Source: an optimization exercise on an open RTL-to-GDS flow (aim: small area, a short achievable clock period and few clock cycles). Production flows keep margins and buffers that such runs may drop.
The RTL was checked by simulation tests, not by an equivalence proof against the original design.

## flow/design.v (module list and top-level ports; edited modules follow where they fit)
// module jfxr_fp64_mul: 3007 lines
// module jfxr_fp64_add: 95 lines
// module jfxr_fp64_div7: 135 lines
// module jfxr_noise: 157 lines
module jfxr_noise (
    input  wire        clk,
    input  wire        rst,
    input  wire        start,
    input  wire [1:0]  op,
    input  wire [63:0] w,
    output wire        ready,
    output reg         done,
    output wire [63:0] sample
);
  // ...
==> flow/run.sh <==
#!/bin/bash
# synth_recipe.tcl (not shown) runs the flow's synth.tcl, then flattens the netlist and writes it again
# the make line also repeats each setting of config.mk as NAME=value (left out here)
make -C /OpenROAD-flow-scripts/flow DESIGN_CONFIG=/design/flow/config.mk WORK_HOME=/design/flow/orfs CLKGATE_MAP_FILE= SYNTH_SCRIPT=/design/flow/synth_recipe.tcl finish
==> flow/config.mk <==
export PLATFORM = sky130hd
export DESIGN_NAME = jfxr_noise
export DESIGN_NICKNAME = jfxr_noise
export VERILOG_FILES = /design/flow/design.v
export SDC_FILE = /design/flow/constraint.sdc
export NUM_CORES = 4
export LEC_CHECK = 0
export CAP_MARGIN = 30
export CORE_MARGIN = 2
export CORE_UTILIZATION = 45
export PLACE_DENSITY = 0.6
export SLEW_MARGIN = 30
==> flow/constraint.sdc <==
create_clock -name core_clock -period 28.0 [get_ports {clk}]
set_input_delay 5.6000 -clock core_clock [delete_from_list [all_inputs] [get_ports {clk}]]
set_output_delay 5.6000 -clock core_clock [all_outputs]
set_load 0.01 [all_outputs]
==> flow_summary.toml, run 1 <==
[run_status]
outcome = "no timing/DRC/antenna violations"

[synth]
ys_top_cells_by_area = "fa_1 18%, dfxtp_1 15%, a22oi_1 7.3%, ha_1 5.9%, xnor2_1 5.8%"
synth_compound_area_share_pct = 23.2
synth_xor_area_share_pct = 10.9
synth.ff_latch_count = 1284
synthAdderAreaFrac_pct = 23.7
syn-cell-area_mm2 = 0.157

[timing]
relSlewSlack_pct = 17.9
fin_skew_ps = 118
setup_viol = 0

[detailed_routing]
wl_per_cell_um = 33.9
vias = 154000
wl_met2_um = 303000

[finish]
final_layout_size_suffix_gt1_share_pct = 7.53
bufAreaShareNonClock_pct = 3.19
num-fill-cells = 33600
largest_class = "multi-input combinational cells"
buffers = 655
stdcell_area_mm2 = 0.169
multi_input_cells = 14300
clk_share_pct = 3.16

[setup_path]
crit_path_frequent_cell = "nand2_1"
r2r_slack_ps = 17990
crit_arrival_ps = 6000

[global_routing]
use_met3_pct = 15.8
grt_pass1_vias = 146000
grt_start_max_net_pins = 164
grt_pass1_wl_um = 1080000

[cts]
ctsLongestPathBuffers = 4
cts.repair.resized = 0
numClockSinks = 1284

[floorplanning]
boundaryPins = 135
start_util_pct = 45.3
Testbench counts, summed over its fixed seeds: cycles 25,641.
==> module jfxr_fp64_add, before the edit <==
module jfxr_fp64_add (
    input  wire        clk,
    input  wire [63:0] a,
    input  wire [63:0] b,
    output wire [63:0] y
);
    wire        sa = a[63];
    wire        sb = b[63];
    wire [10:0] ea = (a[62:52] == 11'd0) ? 11'd1 : a[62:52];
    wire [10:0] eb = (b[62:52] == 11'd0) ? 11'd1 : b[62:52];
    wire [52:0] ma = {(a[62:52] != 11'd0), a[51:0]};
    wire [52:0] mb = {(b[62:52] != 11'd0), b[51:0]};
    wire        esub = sa ^ sb;
    wire [11:0] dab = {1'b0, ea} - {1'b0, eb};
    wire [11:0] dba = {1'b0, eb} - {1'b0, ea};
    wire        a_ge = ~dab[11];                  
    wire [10:0] d    = a_ge ? dab[10:0] : dba[10:0];
    wire        d0   = (d == 11'd0);
    wire        d1   = (d == 11'd1);
    wire        sx = a_ge ? sa : sb;
    wire [10:0] ex_1 = a_ge ? ea : eb;
    wire [52:0] mx = a_ge ? ma : mb;
    wire [52:0] mz = a_ge ? mb : ma;
    wire [5:0]  dc = (d > 11'd63) ? 6'd63 : d[5:0];
    wire [55:0] zf = {mz, 3'b000};
    wire [55:0] zs = zf >> dc;
    wire [55:0] zmask = (56'd1 << dc) - 56'd1;
    wire        zstk = |(zf & zmask) | (d > 11'd63 && mz != 53'd0);
    wire [55:0] az_1 = {zs[55:1], zs[0] | zstk};
    wire [54:0] n_ab = {1'b0, ma, 1'b0} - {1'b0, mb, 1'b0};    
    wire [54:0] n_ba = {1'b0, mb, 1'b0} - {1'b0, ma, 1'b0};
    wire [54:0] n_a1 = {1'b0, ma, 1'b0} - {2'b00, mb};         
    wire [54:0] n_b1 = {1'b0, mb, 1'b0} - {2'b00, ma};         
    wire        e_eq = (ea == eb);
    wire        n_bneg = e_eq ? n_ab[54] : ~a_ge;              
    wire [53:0] nd_1 = e_eq ? (n_ab[54] ? n_ba[53:0] : n_ab[53:0]) :
                       a_ge ? n_a1[53:0] : n_b1[53:0];
    wire        ns_1 = n_bneg ? sb : sa;
    reg         esub2, sx2, ns2, d0_2, d1_2;
    reg  [10:0] ex2;
    reg  [52:0] mx2;
    reg  [55:0] az2;
    reg  [53:0] nd2;
    always @(posedge clk) begin
        esub2 <= esub;
        sx2   <= sx;
        ns2   <= ns_1;
        d0_2  <= d0;
        d1_2  <= d1;
        ex2   <= ex_1;
        mx2   <= mx;
        az2   <= az_1;
        nd2   <= nd_1;
    end
    wire [55:0] ax = {mx2, 3'b000};
    wire [56:0] fs = esub2 ? ({1'b0, ax} - {1'b0, az2}) : ({1'b0, ax} + {1'b0, az2});
    reg  [52:0] f_mant;
    reg         f_rnd, f_stk;
    always @* begin
        if (fs[56]) begin
            f_mant = fs[56:4]; f_rnd = fs[3]; f_stk = |fs[2:0];
        end else if (fs[55] | ~esub2) begin
            f_mant = fs[55:3]; f_rnd = fs[2]; f_stk = |fs[1:0];
        end else begin
            f_mant = fs[54:2]; f_rnd = fs[1]; f_stk = fs[0];
        end
    end
    wire        f_up   = f_rnd & (f_stk | f_mant[0]);
    wire [51:0] f_inc  = f_mant[51:0] + 52'd1;
    wire        f_cy   = f_up & (&f_mant[51:0]);
    wire [51:0] f_frac = f_up ? f_inc : f_mant[51:0];
    wire [10:0] ex    = ex2;
    wire [10:0] ex_m1 = ex - 11'd1;
    wire [10:0] ex_p1 = ex + 11'd1;
    wire [10:0] ex_p2 = ex + 11'd2;
    wire [10:0] f_exp = fs[56] ? (f_cy ? ex_p2 : ex_p1) :
                        fs[55] ? (f_cy ? ex_p1 : ex)    :
                                 (f_cy ? ex    : ex_m1);
    wire [62:0] f_mag = {f_exp, f_frac};
    wire [53:0] nlim = (ex > 11'd54) ? 54'd0 : ({1'b1, 53'd0} >> (ex - 11'd1));
    wire [53:0] nlzin = nd2 | nlim;
    integer     i;
    reg  [5:0]  nsh;
    always @* begin
        nsh = 6'd54;
        for (i = 0; i < 54; i = i + 1)
            if (nlzin[i]) nsh = 6'd53 - i[5:0];
    end
    wire [53:0] nn   = nd2 << nsh;
    wire [10:0] nexp = ex - {5'd0, nsh};
    wire [62:0] n_mag = {nexp & {11{nn[53]}}, nn[52:1]};
    wire        nzero = (nd2 == 54'd0);
    wire use_near = esub2 & (d0_2 | (d1_2 & ~nd2[53]));
    assign y = use_near ? (nzero ? 64'd0 : {ns2, n_mag}) : {sx2, f_mag};
endmodule
==> module jfxr_fp64_div7, before the edit <==
module jfxr_fp64_div7 (
    input  wire        clk,
    input  wire [63:0] s,
    output wire [63:0] y
);
    wire [10:0] e_eff = (s[62:52] == 11'd0) ? 11'd1 : s[62:52];
    wire [59:0] x = {2'b00, (s[62:52] != 11'd0), s[51:0], 5'd0};
    function [2:0] add7;
        input [2:0] a, b;
        reg   [2:0] s, k;
        reg         c0, c1, c2;
        begin
            s[0] = a[0] ^ b[0];         c0 = a[0] & b[0];
            s[1] = a[1] ^ b[1] ^ c0;    c1 = (a[1] & b[1]) | (c0 & (a[1] | b[1]));
            s[2] = a[2] ^ b[2] ^ c1;    c2 = (a[2] & b[2]) | (c1 & (a[2] | b[2]));
            add7[0] = s[0] ^ c2;        k[0] = s[0] & c2;
            add7[1] = s[1] ^ k[0];      k[1] = s[1] & k[0];
            add7[2] = s[2] ^ k[1];
        end
    endfunction
    function [2:0] qdig;
        input [2:0] r, d;
        begin
            case ({r, d})
                6'o00: qdig = 3'd0;
                6'o01: qdig = 3'd0;
                6'o02: qdig = 3'd0;
                6'o03: qdig = 3'd0;
                6'o04: qdig = 3'd0;
                6'o05: qdig = 3'd0;
                6'o06: qdig = 3'd0;
                6'o07: qdig = 3'd1;
                6'o10: qdig = 3'd1;
                6'o11: qdig = 3'd1;
                6'o12: qdig = 3'd1;
                6'o13: qdig = 3'd1;
                6'o14: qdig = 3'd1;
                6'o15: qdig = 3'd1;
                6'o16: qdig = 3'd2;
                6'o17: qdig = 3'd2;
                6'o20: qdig = 3'd2;
                6'o21: qdig = 3'd2;
                6'o22: qdig = 3'd2;
                6'o23: qdig = 3'd2;
                6'o24: qdig = 3'd2;
                6'o25: qdig = 3'd3;
                6'o26: qdig = 3'd3;
                6'o27: qdig = 3'd3;
                6'o30: qdig = 3'd3;
                6'o31: qdig = 3'd3;
                6'o32: qdig = 3'd3;
                6'o33: qdig = 3'd3;
                6'o34: qdig = 3'd4;
                6'o35: qdig = 3'd4;
                6'o36: qdig = 3'd4;
                6'o37: qdig = 3'd4;
                6'o40: qdig = 3'd4;
                6'o41: qdig = 3'd4;
                6'o42: qdig = 3'd4;
                6'o43: qdig = 3'd5;
                6'o44: qdig = 3'd5;
                6'o45: qdig = 3'd5;
                6'o46: qdig = 3'd5;
                6'o47: qdig = 3'd5;
                6'o50: qdig = 3'd5;
                6'o51: qdig = 3'd5;
                6'o52: qdig = 3'd6;
                6'o53: qdig = 3'd6;
                6'o54: qdig = 3'd6;
                6'o55: qdig = 3'd6;
                6'o56: qdig = 3'd6;
                6'o57: qdig = 3'd6;
                6'o60: qdig = 3'd6;
                6'o61: qdig = 3'd7;
                6'o62: qdig = 3'd7;
                6'o63: qdig = 3'd7;
                6'o64: qdig = 3'd7;
                6'o65: qdig = 3'd7;
                6'o66: qdig = 3'd7;
                6'o67: qdig = 3'd7;
                6'o70: qdig = 3'd0;
                6'o71: qdig = 3'd0;
                6'o72: qdig = 3'd0;
                6'o73: qdig = 3'd0;
                6'o74: qdig = 3'd0;
                6'o75: qdig = 3'd0;
                6'o76: qdig = 3'd0;
                6'o77: qdig = 3'd1;
            endcase
        end
    endfunction
    integer u, l;
    reg [2:0] p [0:19];
    reg [59:0] q;
    reg [2:0] dig, rr;
    always @* begin
        for (u = 0; u < 20; u = u + 1)
            p[u] = x[59 - 3*u -: 3];
        for (l = 0; l < 5; l = l + 1)
            for (u = 0; u < 20; u = u + 1)
                if ((u >> l) & 1)
                    p[u] = add7(p[u], p[((u >> l) << l) - 1]);
        for (u = 0; u < 20; u = u + 1) begin
            rr   = (u == 0) ? 3'd0 : p[u-1];
            dig  = x[59 - 3*u -: 3];
            q[59 - 3*u -: 3] = qdig(rr, dig);
        end
    end
    reg  [55:0] q2;
    reg  [2:0]  rem;
    reg  [10:0] e2;
    reg         s2;
    always @(posedge clk) begin
        q2  <= q[55:0];
        rem <= p[19];
        e2  <= e_eff;
        s2  <= s[63];
    end
    wire        h  = q2[55];
    wire [2:0]  ts = (e2 >= 11'd6) ? 3'd0 : (3'd6 - e2[2:0]);
    wire [2:0]  sh = (ts > {2'b01, h}) ? ts : {2'b01, h};
    wire [55:0] qs   = q2 >> sh;
    wire [52:0] mant = qs[52:0];
    wire [4:0]  lowm = (5'd1 << sh) - 5'd1;       
    wire [4:0]  low  = q2[4:0] & lowm;
    wire        rnd  = |(low & ~(lowm >> 1));     
    wire        stk  = |(low & (lowm >> 1)) | (rem != 3'd0 && rem != 3'd7);
    wire        up   = rnd & (stk | mant[0]);
    wire signed [12:0] ef_s = $signed({2'b00, e2}) + (h ? 13'sd55 : 13'sd54) - 13'sd58;
    wire [10:0] ef   = ef_s[12] ? 11'd0 : ef_s[10:0];
    wire        cy   = up & (&mant[51:0]);
    wire [51:0] frac = up ? (mant[51:0] + 52'd1) : mant[51:0];
    wire [62:0] mag  = {ef + {10'd0, mant[52]} + {10'd0, cy}, frac};
    assign y = {s2, mag};
endmodule
==> module jfxr_noise, before the edit <==
module jfxr_noise (
    input  wire        clk,
    input  wire        rst,
    input  wire        start,
    input  wire [1:0]  op,
    input  wire [63:0] w,
    output wire        ready,
    output reg         done,
    output wire [63:0] sample
);
    localparam [1:0] OP_WHITE = 2'd0, OP_PINK = 2'd1, OP_BROWN = 2'd2, OP_INIT = 2'd3;
    localparam [63:0] ONE = 64'h3ff0000000000000;
    localparam [63:0] NZERO = 64'h8000000000000000;
    localparam [3:0] SK0 = 4'd0, SK1 = 4'd1, SK2 = 4'd2, SK3 = 4'd3, SK4 = 4'd4,
                     SK5N = 4'd5, SKD = 4'd6, SK6 = 4'd7, SC0 = 4'd8, SC1 = 4'd9,
                     SC2 = 4'd10, SC3 = 4'd11, SC4 = 4'd12, SC5 = 4'd13, SCB = 4'd14;
    reg        busy;
    reg        pink;            
    reg [4:0]  step;
    reg        bpend;           
    reg        ipend;           
    reg [63:0] wq;
    reg [63:0] q0, q1, q2, q3, q4, q5, p6;
    reg [63:0] brown;
    reg [63:0] M, A, S;
    wire        a_big     = (A[62:0] > ONE[62:0]);
    wire [63:0] brown_new = a_big ? {A[63], ONE[62:0]} : A;
    assign ready  = ~busy;
    assign sample = bpend ? brown_new : wq;
    localparam NC = 32;
    function [NC-1:0] ctl;
        input       pk;
        input [4:0] st;
        reg [3:0] ms; reg ma, mss, wm, bm, lst; reg [5:0] wqs; reg wp; reg [9:0] as;
        begin
            ms = SCB; ma = 1'b0; mss = 1'b0; wm = 1'b0; wqs = 6'd0; wp = 1'b0;
            as = 10'd0; bm = 1'b0; lst = 1'b0;
            if (pk) begin
                case (st)
                    5'd1:  begin ms = SK0; end
                    5'd2:  begin ms = SK1; wm = 1'b1; end
                    5'd3:  begin ms = SK2; wm = 1'b1; as[0] = 1'b1; bm = 1'b1; end
                    5'd4:  begin ms = SK3; wm = 1'b1; as[1] = 1'b1; bm = 1'b1; end
                    5'd5:  begin ms = SC0; ma = 1'b1; wm = 1'b1; as[2] = 1'b1; bm = 1'b1; end
                    5'd6:  begin ms = SC1; ma = 1'b1; wqs[0] = 1'b1; as[6] = 1'b1; end
                    5'd7:  begin ms = SK4; wqs[1] = 1'b1; as[3] = 1'b1; bm = 1'b1; end
                    5'd8:  begin ms = SC2; mss = 1'b1; wm = 1'b1; as[6] = 1'b1; end
                    5'd9:  begin ms = SK5N; wqs[2] = 1'b1; as[4] = 1'b1; bm = 1'b1; end
                    5'd10: begin ms = SC3; mss = 1'b1; wm = 1'b1; as[6] = 1'b1; end
                    5'd11: begin ms = SC4; ma = 1'b1; wqs[3] = 1'b1; as[5] = 1'b1; bm = 1'b1; end
                    5'd12: begin wqs[4] = 1'b1; as[6] = 1'b1; end
                    5'd13: begin ms = SC5; ma = 1'b1; end
                    5'd14: begin ms = SKD; wqs[5] = 1'b1; as[6] = 1'b1; end
                    5'd15: begin ms = SK6; wm = 1'b1; end
                    5'd16: begin wp = 1'b1; as[7] = 1'b1; end
                    5'd18: begin as[8] = 1'b1; end
                    5'd21: lst = 1'b1;
                    default: ;
                endcase
            end else begin
                case (st)
                    5'd1: begin ms = SCB; end
                    5'd2: begin wm = 1'b1; end
                    5'd3: begin as[9] = 1'b1; bm = 1'b1; end
                    5'd4: lst = 1'b1;
                    default: ;
                endcase
            end
            ctl = {6'd0, lst, bm, as, wp, wqs, wm, mss, ma, ms};
        end
    endfunction
    reg [NC-1:0] c;
    wire [3:0] msel = c[3:0];
    wire       m_a  = c[4];
    wire       m_s  = c[5];
    wire       c_wm = c[6];
    wire [5:0] c_wq = c[12:7];
    wire       c_wp6 = c[13];
    wire [9:0] c_a  = c[23:14];
    wire       c_bm = c[24];
    wire       last = c[25];
    wire accept = start & ~busy;
    wire go     = accept & (op == OP_PINK || op == OP_BROWN);
    wire [NC-1:0] c_next = go ? ctl(op == OP_PINK, 5'd1) :
                           (busy & ~last) ? ctl(pink, step + 5'd1) : {NC{1'b0}};
    wire [63:0] add_a = ({64{c_a[0]}} & q0) | ({64{c_a[1]}} & q1) | ({64{c_a[2]}} & q2) |
                        ({64{c_a[3]}} & q3) | ({64{c_a[4]}} & q4) | ({64{c_a[5]}} & q5) |
                        ({64{c_a[6]}} & S)  | ({64{c_a[7]}} & p6) | ({64{c_a[8]}} & M)  |
                        ({64{c_a[9]}} & brown);
    wire [63:0] add_b = c_bm ? M : A;
    wire [63:0] mul_y, add_y, div_y;
    jfxr_fp64_mul  u_mul (.clk(clk), .x(m_a ? A : m_s ? S : wq), .sel(msel), .y(mul_y));
    jfxr_fp64_add  u_add (.clk(clk), .a(add_a), .b(add_b), .y(add_y));
    jfxr_fp64_div7 u_div (.clk(clk), .s(A), .y(div_y));
    always @(posedge clk) begin
        S <= A;
        A <= add_y;
        if (c_wm) M <= mul_y;
        if (rst) begin
            busy  <= 1'b0;
            done  <= 1'b0;
            bpend <= 1'b0;
            ipend <= 1'b0;
            c     <= {NC{1'b0}};
            q0 <= 64'd0; q1 <= 64'd0; q2 <= 64'd0; q3 <= 64'd0; q4 <= 64'd0;
            q5 <= NZERO; p6 <= 64'd0;
            brown <= 64'd0;
        end else begin
            c     <= c_next;
            done  <= 1'b0;
            bpend <= 1'b0;
            ipend <= 1'b0;
            if (bpend) brown <= brown_new;
            if (ipend) begin
                q0 <= 64'd0; q1 <= 64'd0; q2 <= 64'd0; q3 <= 64'd0; q4 <= 64'd0;
                q5 <= NZERO; p6 <= 64'd0;
                brown <= 64'd0;
            end
            if (c_wq[0]) q0 <= mul_y;
            if (c_wq[1]) q1 <= mul_y;
            if (c_wq[2]) q2 <= mul_y;
            if (c_wq[3]) q3 <= mul_y;
            if (c_wq[4]) q4 <= mul_y;
            if (c_wq[5]) q5 <= mul_y;
            if (c_wp6)   p6 <= mul_y;
            if (!busy) begin
                if (start) begin
                    case (op)
                        OP_WHITE: begin
                            wq   <= w;
                            done <= 1'b1;
                        end
                        OP_INIT: begin
                            ipend <= 1'b1;
                            wq    <= 64'd0;
                            done  <= 1'b1;
                        end
                        default: begin
                            wq   <= w;
                            busy <= 1'b1;
                            pink <= (op == OP_PINK);
                            step <= 5'd1;
                        end
                    endcase
                end
            end else begin
                step <= step + 5'd1;
                if (last) begin
                    if (pink) wq <= div_y;
                    else      bpend <= 1'b1;
                    done <= 1'b1;
                    busy <= 1'b0;
                end
            end
        end
    end
endmodule
==> inputs of run 2 (changes only) <==
--- a/flow/design.v
+++ b/flow/design.v
@@ -2986,17 +2986,18 @@
         ha  <= sa[105:51];
         hb  <= sb[105:51];
         c51 <= lo1[51];
         zlo <= z_1;
         t0  <= t0_1;
         eb  <= eb_1;
         sg  <= x[63] ^ ks;
     end
-    wire [54:0]  ph   = ha + hb + {54'd0, c51};      
+    wire [55:0]  phc  = {ha, 1'b1} + {hb, c51};       
+    wire [54:0]  ph   = phc[55:1];                    
     wire [54:0]  q    = ph >> t0;
     wire [6:0]   m7   = (7'd1 << t0) - 7'd1;
     wire         hq   = q[54];
     wire         stk  = ~zlo | (|(ph[6:0] & m7)) | (hq & ph[0]);
     wire [52:0]  mant = hq ? q[54:2] : q[53:1];
     wire         rnd  = hq ? q[1] : q[0];
     wire         up   = rnd & (stk | mant[0]);
     wire [10:0]  ef   = (t0 == 3'd0) ? (eb + {10'd0, hq}) : 11'd0;
@@ -3004,17 +3005,18 @@
     wire [51:0]  frac = up ? (mant[51:0] + 52'd1) : mant[51:0];
     wire [62:0]  mag  = {ef + {10'd0, mant[52]} + {10'd0, cy}, frac};
     assign y = {sg, mag};
 endmodule
 module jfxr_fp64_add (
     input  wire        clk,
     input  wire [63:0] a,
     input  wire [63:0] b,
-    output wire [63:0] y
+    output wire [63:0] y,
+    output wire        gt1       
 );
     wire        sa = a[63];
     wire        sb = b[63];
     wire [10:0] ea = (a[62:52] == 11'd0) ? 11'd1 : a[62:52];
     wire [10:0] eb = (b[62:52] == 11'd0) ? 11'd1 : b[62:52];
     wire [52:0] ma = {(a[62:52] != 11'd0), a[51:0]};
     wire [52:0] mb = {(b[62:52] != 11'd0), b[51:0]};
     wire        esub = sa ^ sb;
@@ -3079,31 +3081,43 @@
     wire [10:0] ex    = ex2;
     wire [10:0] ex_m1 = ex - 11'd1;
     wire [10:0] ex_p1 = ex + 11'd1;
     wire [10:0] ex_p2 = ex + 11'd2;
     wire [10:0] f_exp = fs[56] ? (f_cy ? ex_p2 : ex_p1) :
                         fs[55] ? (f_cy ? ex_p1 : ex)    :
                                  (f_cy ? ex    : ex_m1);
     wire [62:0] f_mag = {f_exp, f_frac};
+    wire        f_fnz = f_up ? ~(&f_mant[51:0]) : (|f_mant[51:0]);
+    function [1:0] cmp1;       
+        input [10:0] e;
+        cmp1 = {e > 11'h3ff, e == 11'h3ff};
+    endfunction
+    wire [1:0]  c_p2 = cmp1(ex_p2), c_p1 = cmp1(ex_p1), c_0 = cmp1(ex), c_m1 = cmp1(ex_m1);
+    wire [1:0]  f_c  = fs[56] ? (f_cy ? c_p2 : c_p1) :
+                       fs[55] ? (f_cy ? c_p1 : c_0)  :
+                                (f_cy ? c_0  : c_m1);
+    wire        f_gt1 = f_c[1] | (f_c[0] & f_fnz);
     wire [53:0] nlim = (ex > 11'd54) ? 54'd0 : ({1'b1, 53'd0} >> (ex - 11'd1));
     wire [53:0] nlzin = nd2 | nlim;
     integer     i;
     reg  [5:0]  nsh;
     always @* begin
         nsh = 6'd54;
         for (i = 0; i < 54; i = i + 1)
             if (nlzin[i]) nsh = 6'd53 - i[5:0];
     end
     wire [53:0] nn   = nd2 << nsh;
     wire [10:0] nexp = ex - {5'd0, nsh};
     wire [62:0] n_mag = {nexp & {11{nn[53]}}, nn[52:1]};
     wire        nzero = (nd2 == 54'd0);
     wire use_near = esub2 & (d0_2 | (d1_2 & ~nd2[53]));
-    assign y = use_near ? (nzero ? 64'd0 : {ns2, n_mag}) : {sx2, f_mag};
+    wire        n_gt1 = ~nzero & (n_mag[62:0] > 63'h3ff0000000000000);
+    assign y   = use_near ? (nzero ? 64'd0 : {ns2, n_mag}) : {sx2, f_mag};
+    assign gt1 = use_near ? n_gt1 : f_gt1;
 endmodule
 module jfxr_fp64_div7 (
     input  wire        clk,
     input  wire [63:0] s,
     output wire [63:0] y
 );
     wire [10:0] e_eff = (s[62:52] == 11'd0) ? 11'd1 : s[62:52];
     wire [59:0] x = {2'b00, (s[62:52] != 11'd0), s[51:0], 5'd0};
@@ -3188,41 +3202,45 @@
                 6'o75: qdig = 3'd0;
                 6'o76: qdig = 3'd0;
                 6'o77: qdig = 3'd1;
             endcase
         end
     endfunction
     integer u, l;
     reg [2:0] p [0:19];
-    reg [59:0] q;
-    reg [2:0] dig, rr;
+    reg [59:0] pr;             
     always @* begin
         for (u = 0; u < 20; u = u + 1)
             p[u] = x[59 - 3*u -: 3];
         for (l = 0; l < 5; l = l + 1)
             for (u = 0; u < 20; u = u + 1)
                 if ((u >> l) & 1)
                     p[u] = add7(p[u], p[((u >> l) << l) - 1]);
-        for (u = 0; u < 20; u = u + 1) begin
-            rr   = (u == 0) ? 3'd0 : p[u-1];
-            dig  = x[59 - 3*u -: 3];
-            q[59 - 3*u -: 3] = qdig(rr, dig);
-        end
+        for (u = 0; u < 20; u = u + 1)
+            pr[59 - 3*u -: 3] = (u == 0) ? 3'd0 : p[u-1];
     end
-    reg  [55:0] q2;
+    reg  [56:0] x2;            
+    reg  [59:0] pr2;
     reg  [2:0]  rem;
     reg  [10:0] e2;
     reg         s2;
     always @(posedge clk) begin
-        q2  <= q[55:0];
+        x2  <= x[59:3];
+        pr2 <= pr;
         rem <= p[19];
         e2  <= e_eff;
         s2  <= s[63];
     end
+    reg [59:0] q;
+    always @* begin
+        for (u = 0; u < 20; u = u + 1)
+            q[59 - 3*u -: 3] = qdig(pr2[59 - 3*u -: 3], (u == 19) ? 3'd0 : x2[56 - 3*u -: 3]);
+    end
+    wire [55:0] q2 = q[55:0];
     wire        h  = q2[55];
     wire [2:0]  ts = (e2 >= 11'd6) ? 3'd0 : (3'd6 - e2[2:0]);
     wire [2:0]  sh = (ts > {2'b01, h}) ? ts : {2'b01, h};
     wire [55:0] qs   = q2 >> sh;
     wire [52:0] mant = qs[52:0];
     wire [4:0]  lowm = (5'd1 << sh) - 5'd1;       
     wire [4:0]  low  = q2[4:0] & lowm;
     wire        rnd  = |(low & ~(lowm >> 1));     
@@ -3255,17 +3273,17 @@
     reg        pink;            
     reg [4:0]  step;
     reg        bpend;           
     reg        ipend;           
     reg [63:0] wq;
     reg [63:0] q0, q1, q2, q3, q4, q5, p6;
     reg [63:0] brown;
     reg [63:0] M, A, S;
-    wire        a_big     = (A[62:0] > ONE[62:0]);
+    reg         a_big;
     wire [63:0] brown_new = a_big ? {A[63], ONE[62:0]} : A;
     assign ready  = ~busy;
     assign sample = bpend ? brown_new : wq;
     localparam NC = 32;
     function [NC-1:0] ctl;
         input       pk;
         input [4:0] st;
         reg [3:0] ms; reg ma, mss, wm, bm, lst; reg [5:0] wqs; reg wp; reg [9:0] as;
@@ -3321,22 +3339,24 @@
     wire [NC-1:0] c_next = go ? ctl(op == OP_PINK, 5'd1) :
                            (busy & ~last) ? ctl(pink, step + 5'd1) : {NC{1'b0}};
     wire [63:0] add_a = ({64{c_a[0]}} & q0) | ({64{c_a[1]}} & q1) | ({64{c_a[2]}} & q2) |
                         ({64{c_a[3]}} & q3) | ({64{c_a[4]}} & q4) | ({64{c_a[5]}} & q5) |
                         ({64{c_a[6]}} & S)  | ({64{c_a[7]}} & p6) | ({64{c_a[8]}} & M)  |
                         ({64{c_a[9]}} & brown);
     wire [63:0] add_b = c_bm ? M : A;
     wire [63:0] mul_y, add_y, div_y;
+    wire        add_gt1;
     jfxr_fp64_mul  u_mul (.clk(clk), .x(m_a ? A : m_s ? S : wq), .sel(msel), .y(mul_y));
-    jfxr_fp64_add  u_add (.clk(clk), .a(add_a), .b(add_b), .y(add_y));
+    jfxr_fp64_add  u_add (.clk(clk), .a(add_a), .b(add_b), .y(add_y), .gt1(add_gt1));
     jfxr_fp64_div7 u_div (.clk(clk), .s(A), .y(div_y));
     always @(posedge clk) begin
         S <= A;
         A <= add_y;
+        a_big <= add_gt1;
         if (c_wm) M <= mul_y;
         if (rst) begin
             busy  <= 1'b0;
             done  <= 1'b0;
             bpend <= 1'b0;
             ipend <= 1'b0;
             c     <= {NC{1'b0}};
             q0 <= 64'd0; q1 <= 64'd0; q2 <= 64'd0; q3 <= 64'd0; q4 <= 64'd0;
==> flow/config.mk (replaced) <==
export PLATFORM = sky130hd
export DESIGN_NAME = jfxr_noise
export DESIGN_NICKNAME = jfxr_noise
export VERILOG_FILES = /design/flow/design.v
export SDC_FILE = /design/flow/constraint.sdc
export NUM_CORES = 4
export LEC_CHECK = 0
export CAP_MARGIN = 30
export CORE_MARGIN = 2
export CORE_UTILIZATION = 35
export PLACE_DENSITY = 0.5
export SLEW_MARGIN = 30
==> run 2 against run 1 <==
Still clean on timing, DRC and antenna; global-route usage down 7.3 points; setup slack better by 1600 ps; clock skew up 8.1 ps; register-to-register slack better by 40 ps; via count down 1.3%; wire length up 5.9%; largest cell class unchanged.
==> flow_summary.toml, run 2 <==
[run_status]
outcome = "no timing/DRC/antenna violations"

[timing]
hold_viol_final = 0
slew_viol_final = 0
fin_crit_ps = 9970
fmax_mhz = 100
fin_tns_setup_ps = 0
fin_skew_ps = 126
layout_worst_path_cycle_share_pct = 35.6
setup_viol = 0
worst_pin_slew_ps = 1160
relSlewSlack_pct = 22.7
rsz0062_at_grt = "false"

[synth]
synth.ff_latch_count = 1282
synth_warnings = 5
synth_most_common_cell = "a22oi_1"
yosys_most_used_dff = "dfxtp_1"
synth_top_area_cell = "fa_1"
syn-cell-area_mm2 = 0.157
synth_common_cells = "1561 x a22oi_1, 1538 x inv_1, 1390 x fa_1"
synth_edf_count = 134
ys_top_cells_by_area = "fa_1 18%, dfxtp_1 15%, a22oi_1 7.5%, ha_1 5.9%, xnor2_1 5.9%"
yosysUniqueCellTypes = 110
synth_top_area_share_pct = 17.7
synth.avg_cell_area_um2 = 8.39
async_reset_ff_share_pct = 0
synth_seq_area_share_pct = 17.2
synthCells = 18700

[setup_path]
crit_arrival_ps = 10820
worstReg2RegStart = "u_mul.hb[1]"
cp.required_ps = 28850
slowest_delay_ps = 910
r2r_slack_ps = 18030
endpoint = "q5[62]"
reg2reg_to = "q5[62]"
critPathMaxFanout = 10
cpMaxStageDelayCell = "a2111oi_1"
worstRegToRegCells = 34
crit_path_frequent_cell = "ha_1"
critPathLaunchType = "flop"
worst_setup_path_end_kind = "flop"
startpoint = "u_mul.hb[1]"
crit_type = "reg2reg"

[detailed_routing]
viasPerCell = 6.33
ant_nets = 0
vias = 152000
drt_pass1_iterations = 7
drc = 0
initialDrtViolationCount = 19500
routed_wirelength_um = 816000
wl_per_cell_um = 34.0

[min_path]
hp-class = "reg2reg"

[floorplanning]
die_width_um = 673
core-area_mm2 = 0.446
boundaryPins = 135
row_count = 245
start_util_pct = 35.2
dieArea_mm2 = 0.453
die_y_um = 673

[cts]
ctsLongestPathBuffers = 4
htreeDepth = 4
numClockSinks = 1282
cts_tree = "done"
clk_latency_ps = 940
clk_pin_slew_ps = 60
post_cts_buffers = 0
cts_hold_buf = 0
root_buffer = "clkbuf_16"
cts_buffers = 161
cts.repair.resized = 0

[global_routing]
grt_pass1_vias = 147000
overflow = 0
grt_start_max_net_pins = 112
antenna_found_initial = 46
grt_pass1_wl_um = 1140000
grt_usage_pct = 34.8

[placement]
hpwl_um = 588000
io_buffers = 134
gp_routability_congestion = 1.03

[finish]
final_common_cell = "a22oi_1"
final_cell_mix = "1561 x a22oi_1, 1534 x inv_1, 1390 x fa_1"
areaGrowthSynthToFinish_pct = 8.76
final_layout_size_suffix_gt1_share_pct = 7.25
nNetsFinal = 20100

[job]
maxCapViolCount = 0
==> run 2: worst min path at each step <==
stage | from | endpoint | slack (ps) | cells after the start
2_1_floorplan | A[63] | u_div.s2 | 360 | 0
3_3_place_gp | q4[40] | q4[40] | 430 | 2
3_5_place_dp | q5[51] | q5[51] | 440 | 2
4_1_cts | q3[47] | q3[47] | 460 | 2
5_1_grt | q1[40] | q1[40] | 480 | 2
6_report | q3[47] | q3[47] | 450 | 2
==> run 2: cells by family (layout without fill, tap and decap cells) <==
kind of cell / count (synthesis) / in the layout / synth area share [%]
and+or+nand+nor: 4098 / 4098 / 12.6
other: 1 / 22 / 0.00239
DFF: 1282 / 1282 / 17.2
muxes: 578 / 578 / 4.01
AOI/OAI and AO/OA: 5511 / 5511 / 23.9
adders and majority gates: 2142 / 2142 / 23.7
buffers and inverters: 3113 / 2484 / 7.49
xor gates and xnor gates: 1976 / 1976 / 11.0
==> run 2: stage by stage <==
step | hold WS, ps | instance area, um2 | setup WS [ps] | cells | util, %
2_1_floorplan | 364 | 157000 | 18370 | 18700 | -
3_3_place_gp | 433 | 165000 | 17680 | 23700 | 37.0
3_5_place_dp | 443 | 165000 | 17740 | 23700 | 37.0
4_1_cts | 456 | 170000 | 18120 | 24000 | 38.2
5_1_grt | 477 | 171000 | 17300 | 24000 | 38.3
6_report | 454 | 171000 | 18030 | 24000 | 38.3
==> run 2: critical path: cells and delay by family, from the launching register on <==
kind | cells | cell delay, ps
compound gates | 11 | 3340
simple gates | 14 | 3070
fa+ha+maj | 4 | 1530
mux | 2 | 710
xor+xnor | 1 | 680
buf+inv | 2 | 340
flops | 1 | 300
==> run 2: final cells by class <==
type                    count  area, um2
clock inverters            72        873
well taps                5928       7420
diodes                     20       50.0
clock buffers             222       4700
repair buffers            639       5260
inverters                1551       5820
fillers                 45900     275000
multi-input cells       14300     119000
flip-flops and latches   1282      27200
==> run 2: layer usage <==
layer	vias up	routed length, um	track usage (%)
met5	-	313	0.0957
met4	14	63100	22.1
met3	2344	87100	8.67
met2	9677	347000	52.2
met1	75900	319000	44.6
li1	64200	-	-
Testbench counts of run 2, summed over its fixed seeds: cycles 25,641.
==> inputs of run 3 (changes only) <==
--- a/flow/config.mk
+++ b/flow/config.mk
@@ -7,6 +7,6 @@
 export LEC_CHECK = 0
 export CAP_MARGIN = 30
 export CORE_MARGIN = 2
-export CORE_UTILIZATION = 35
-export PLACE_DENSITY = 0.5
+export CORE_UTILIZATION = 25
+export PLACE_DENSITY = 0.35
 export SLEW_MARGIN = 30
==> run 3 against run 2 <==
Critical endpoint is now u_mul.zlo; via count decreased by 1.5%; critical path type unchanged; count of clock-buffer cells in the layout is 16 higher; first-iteration DRC count fell by 14%; still clean on timing, DRC and antenna; wire length rose by 14%; cell area is 2.8% higher; core utilization decreased by 10 points; worst hold slack improved by 5.5 ps; largest cell class unchanged; critical path depth is 9 lower; area after synthesis unchanged.
==> flow_summary.toml, run 3 <==
[finish]
stdcell_area_mm2 = 0.175
final_layout_size_suffix_gt1_share_pct = 8.02
nNetsFinal = 20300
areaGrowthSynthToFinish_pct = 11.8
fin_util_pct = 28.1
final_cell_mix = "1561 x a22oi_1, 1533 x inv_1, 1390 x fa_1"
final_common_cell = "a22oi_1"
fin_cells = 26600

[placement]
dp_worst_setup_slack_ps = 17210
dp.cells = 26200
io_buffers = 134
placed_area_mm2 = 0.169
gp_routability_congestion = 0.936
hpwl_um = 689000

[floorplanning]
die_width_um = 796
die_y_um = 796
row_count = 290
core-area_mm2 = 0.624
start_util_pct = 25.1
dieArea_mm2 = 0.634
boundaryPins = 135

[detailed_routing]
drt_pass1_iterations = 8
routed_wirelength_um = 934000
drc = 0
initialDrtViolationCount = 16800
viasPerCell = 5.62
wl_per_cell_um = 35.1
vias = 150000
ant_nets = 0

[setup_path]
worstRegToRegCells = 25
worstReg2RegStart = "c[4]"
critPathMaxFanout = 53
crit_arrival_ps = 11620
r2r_slack_ps = 17230
cp.required_ps = 28850
reg2reg_to = "u_mul.zlo"
critPathLaunchType = "flop"
worst_setup_path_end_kind = "flop"
crit_type = "reg2reg"

[min_path]
holdCritStartpoint = "q0[45]"
hold_depth = 2
hp-class = "reg2reg"
hold_path_end = "q0[45]"

[synth]
synth_warnings = 5
synth_common_cells = "1561 x a22oi_1, 1538 x inv_1, 1390 x fa_1"
ys_top_cells_by_area = "fa_1 18%, dfxtp_1 15%, a22oi_1 7.5%, ha_1 5.9%, xnor2_1 5.9%"
synth_top_area_share_pct = 17.7
synth_top_area_cell = "fa_1"
synth.avg_cell_area_um2 = 8.39
syn-cell-area_mm2 = 0.157
yosys_most_used_dff = "dfxtp_1"
yosysUniqueCellTypes = 110
synth_edf_count = 134
synth_most_common_cell = "a22oi_1"
synthCells = 18700
async_reset_ff_share_pct = 0
synth.ff_latch_count = 1282
synth_seq_area_share_pct = 17.2

[global_routing]
overflow = 0
grt_pass1_wl_um = 1280000
antenna_found_initial = 92
grt_pass1_vias = 148000
grt_start_max_net_pins = 120
grt_usage_pct = 28.3

[run_status]
outcome = "no timing/DRC/antenna violations"

[timing]
fin_crit_ps = 10770
hold_viol_final = 0
slew_viol_final = 0
fin_tns_setup_ps = 0
relSlewSlack_pct = 14.5
rsz0062_at_grt = "false"
worst_pin_slew_ps = 1270
layout_worst_path_cycle_share_pct = 38.4
fmax_mhz = 92.9
fin_hold_ws_ps = 459
setup_ws_ps = 17230
setup_viol = 0
fin_skew_ps = 125

[cts]
root_buffer = "clkbuf_16"
numClockSinks = 1282
cts.repair.resized = 0
htreeDepth = 4
clk_pin_slew_ps = 90
post_cts_buffers = 0
cts_hold_buf = 0
cts_tree = "done"
clk_latency_ps = 960
ctsLongestPathBuffers = 4
cts_buffers = 168

[job]
maxCapViolCount = 0
==> run 3: logic make-up after synthesis <==
group                      count (synthesis)  share of synthesized area [%]
DFF                                     1282                           17.2
xor gates and xnor gates                1976                           11.0
AOI/OAI and AO/OA                       5511                           23.9
muxes                                    578                           4.01
other                                      1                        0.00239
and+or+nand+nor                         4098                           12.6
buffers and inverters                   3113                           7.49
adders and majority gates               2142                           23.7
==> run 3: worst max path at each step <==
stage / cells past startpoint / to / startpoint / slack, ps
6_report: 25 / u_mul.zlo / c[4] / 17230
5_1_grt: 36 / q3[62] / u_mul.hb[0] / 16770
4_1_cts: 25 / u_mul.zlo / c[4] / 17170
3_5_place_dp: 25 / u_mul.zlo / c[4] / 17210
3_3_place_gp: 24 / u_mul.zlo / c[4] / 16690
2_1_floorplan: 3 / wq[0] / rst / 18370
==> run 3: cell type report <==
type	instances	area, um2
Fill cell	67200	449000
Clock inverter	68	827
Multi-Input combinational cell	14300	119000
Inverter	1551	5820
Tap cell	8322	10400
Antenna cell	115	288
Timing Repair Buffer	754	6420
Sequential cell	1282	27200
Clock buffer	238	4870
==> run 3: per-layer routing <==
layer	part of all wire, %	global-route usage, %	up-vias
met4	5.8	13.6	26
met3	6.5	4.24	1696
met1	42	37.0	76700
met2	46	45.9	6826
met5	0.017	0	-
li1	-	-	64600
==> run 3: critical path: stages (launching register included) <==
cell	delay, ps
dfxtp_4	930
buf_4	800
buf_4	710
nand2_1	220
o21ai_4	100
buf_4	500
buf_4	620
a22oi_1	160
xnor2_1	190
fa_1	560
inv_1	50
fa_1	480
fa_1	560
inv_1	60
fa_1	550
fa_1	430
fa_1	500
inv_1	50
fa_1	530
inv_1	50
ha_1	330
xor2_1	700
nand4_1	450
nor4_1	510
nand3_1	200
nor3_1	280
==> inputs of run 4 (changes only) <==
--- a/flow/config.mk
+++ b/flow/config.mk
@@ -7,6 +7,6 @@
 export LEC_CHECK = 0
 export CAP_MARGIN = 30
 export CORE_MARGIN = 2
-export CORE_UTILIZATION = 25
-export PLACE_DENSITY = 0.35
+export CORE_UTILIZATION = 40
+export PLACE_DENSITY = 0.55
 export SLEW_MARGIN = 30
==> run 4 against run 3 <==
Setup slack better by 3.4 ps; critical path depth increased by 11; critical endpoint is now q1[62]; largest cell class unchanged.
==> flow_summary.toml, run 4 <==
[synth]
synth_seq_area_share_pct = 17.2
synth_warnings = 5
synth_common_cells = "1561 x a22oi_1, 1538 x inv_1, 1390 x fa_1"
synth.ff_latch_count = 1282
yosys_most_used_dff = "dfxtp_1"
synth_edf_count = 134
ys_top_cells_by_area = "fa_1 18%, dfxtp_1 15%, a22oi_1 7.5%, ha_1 5.9%, xnor2_1 5.9%"
synth_top_area_cell = "fa_1"
syn-cell-area_mm2 = 0.157
async_reset_ff_share_pct = 0
synth_top_area_share_pct = 17.7
synth_most_common_cell = "a22oi_1"
yosysUniqueCellTypes = 110
synth.avg_cell_area_um2 = 8.39
synthCells = 18700

[placement]
gp_routability_congestion = 1.04
dp_worst_setup_slack_ps = 17550
dp.cells = 22900
hpwl_um = 565000
placed_area_mm2 = 0.164
io_buffers = 134

[finish]
final_layout_size_suffix_gt1_share_pct = 6.99
stdcell_area_mm2 = 0.169
final_cell_mix = "1561 x a22oi_1, 1533 x inv_1, 1390 x fa_1"
areaGrowthSynthToFinish_pct = 7.91
nNetsFinal = 20100
final_common_cell = "a22oi_1"
fin_cells = 23300

[cts]
numClockSinks = 1282
root_buffer = "clkbuf_16"
ctsLongestPathBuffers = 4
post_cts_buffers = 0
clk_latency_ps = 950
cts.repair.resized = 0
clk_pin_slew_ps = 60
htreeDepth = 4
cts_hold_buf = 0
cts_buffers = 160
cts_tree = "done"

[global_routing]
grt_start_max_net_pins = 104
grt_usage_pct = 38.6
grt_pass1_wl_um = 1110000
grt_pass1_vias = 148000
antenna_found_initial = 61
overflow = 0

[floorplanning]
start_util_pct = 40.2
row_count = 229
boundaryPins = 135
core-area_mm2 = 0.390
die_y_um = 630
dieArea_mm2 = 0.397
die_width_um = 630

[timing]
fin_tns_setup_ps = 0
slew_viol_final = 0
fin_skew_ps = 112
rsz0062_at_grt = "false"
setup_viol = 0
fin_crit_ps = 10760
relSlewSlack_pct = 20.3
layout_worst_path_cycle_share_pct = 38.4
setup_ws_ps = 17240
worst_pin_slew_ps = 1200
hold_viol_final = 0
fmax_mhz = 92.9

[detailed_routing]
drc = 0
viasPerCell = 6.59
initialDrtViolationCount = 21000
ant_nets = 0
routed_wirelength_um = 793000
drt_pass1_iterations = 8
vias = 153000
wl_per_cell_um = 34.1

[min_path]
hold_path_end = "A[63]"
hold_depth = 1
holdCritStartpoint = "u_add.ns2"
hp-class = "reg2reg"

[job]
maxCapViolCount = 0

[setup_path]
worstReg2RegStart = "u_mul.hb[0]"
reg2reg_to = "q1[62]"
critPathMaxFanout = 47
critPathLaunchType = "flop"
r2r_slack_ps = 17240
crit_type = "reg2reg"
worstRegToRegCells = 36
cpMaxStageDelayCell = "fa_1"
cp.required_ps = 28890
slowest_delay_ps = 800
crit_arrival_ps = 11650
worst_setup_path_end_kind = "flop"

[run_status]
outcome = "no timing/DRC/antenna violations"
run 4: cell count changes in the layout (fill, tap and decap cells not counted), moves of 9 or more:
| cell | before | now |
|---|---|---|
| buf_4 | 586 | 468 |
| diode_2 | 115 | 32 |
| buf_12 | 20 | 1 |
| mux2i_1 | 431 | 447 |
| mux2i_2 | 23 | 7 |
| clkbuf_16 | 173 | 164 |
| clkbuf_8 | 31 | 22 |
run 4: area by class of cell:
class / instances / area, um2
Clock buffer: 219 / 4520
Fill cell: 39100 / 220000
Antenna cell: 32 / 80.1
Sequential cell: 1282 / 27200
Timing Repair Buffer: 612 / 5050
Tap cell: 5197 / 6500
Inverter: 1551 / 5820
Multi-Input combinational cell: 14300 / 119000
Clock inverter: 72 / 802
run 4: cells by family (layout without fill, tap and decap cells):
| family | after synthesis | in the layout | share of synthesized area (%) |
|---|---|---|---|
| other cells | 1 | 34 | 0.00239 |
| mux | 578 | 578 | 4.01 |
| xor+xnor | 1976 | 1976 | 11.0 |
| compound gates | 5511 | 5511 | 23.9 |
| flops | 1282 | 1282 | 17.2 |
| fa+ha+maj | 2142 | 2142 | 23.7 |
| buf+inv | 3113 | 2454 | 7.49 |
| simple gates | 4098 | 4098 | 12.6 |
run 4: worst max path at each step:
stage / cells after the start / start / to
finish: 36 / u_mul.hb[0] / q1[62]
global route: 36 / u_mul.hb[0] / q3[61]
CTS: 36 / u_mul.hb[0] / q0[61]
detailed placement: 36 / u_mul.hb[0] / q0[61]
global placement: 36 / u_mul.hb[0] / q4[61]
floorplan: 3 / rst / wq[0]
run 4: per-layer routing:
layer	up-vias	wire length [um]	GRT usage [%]	part of all wire (%)
li1	64100	-	-	-
met1	75500	302000	48.2	38
met2	10800	325000	56.2	41
met3	2963	97400	12.3	12
met4	48	68600	26.9	8.7
met5	-	447	0.362	0.056
run 4: critical path: cells and delay by family (launching register included):
kind            cells  cell delay [ps]
mux                 2              580
buf+inv             3             1080
fa+ha+maj           4             1600
simple gates       15             3230
flops               1              320
xor+xnor            1              640
compound gates     11             3280
run 4: stage by stage:
step,hold slack (ps),utilization [%]
2_1_floorplan,364,-
6_report,455,43.4
5_1_grt,469,43.4
3_5_place_dp,437,42.0
4_1_cts,454,43.4
3_3_place_gp,426,42.0

## afterwards: timing with drivers on the ports
Ports are ideal in the flow. The routed layouts listed here were re-timed in OpenROAD. Step 1 sets driving cells, clkbuf_16 on the clock port and buf_2 on the other inputs (assumed; they add their load-dependent delay and slew). Step 2, shift: input delay + t, output delay - t, t = (earliest + latest rising clock arrival at the registers) / 2. This alone moves slack from input paths to output paths. a / b / c = no drivers / after step 1 / after step 2; a / b = the first two.
run | t, ns | slack for setup (ns) | worst setup path at the end | cell pins on the clock port's net
run 1 | 0.982 | 16.402 / 16.277 / 17.259 | register to output | 1
run 2 | 1.008 | 18.026 / 18.026 / 17.578 | input to register | 1
run 3 | 1.063 | 17.235 / 17.235 / 17.235 | register to register | 1
run 4 | 1.028 | 17.238 / 17.238 / 17.238 | register to register | 1
After both steps setup and hold are still met in every run listed. The setup slack of run 2, which loses most, moves by 0.000 ns with the drivers and by -0.448 ns with both steps.
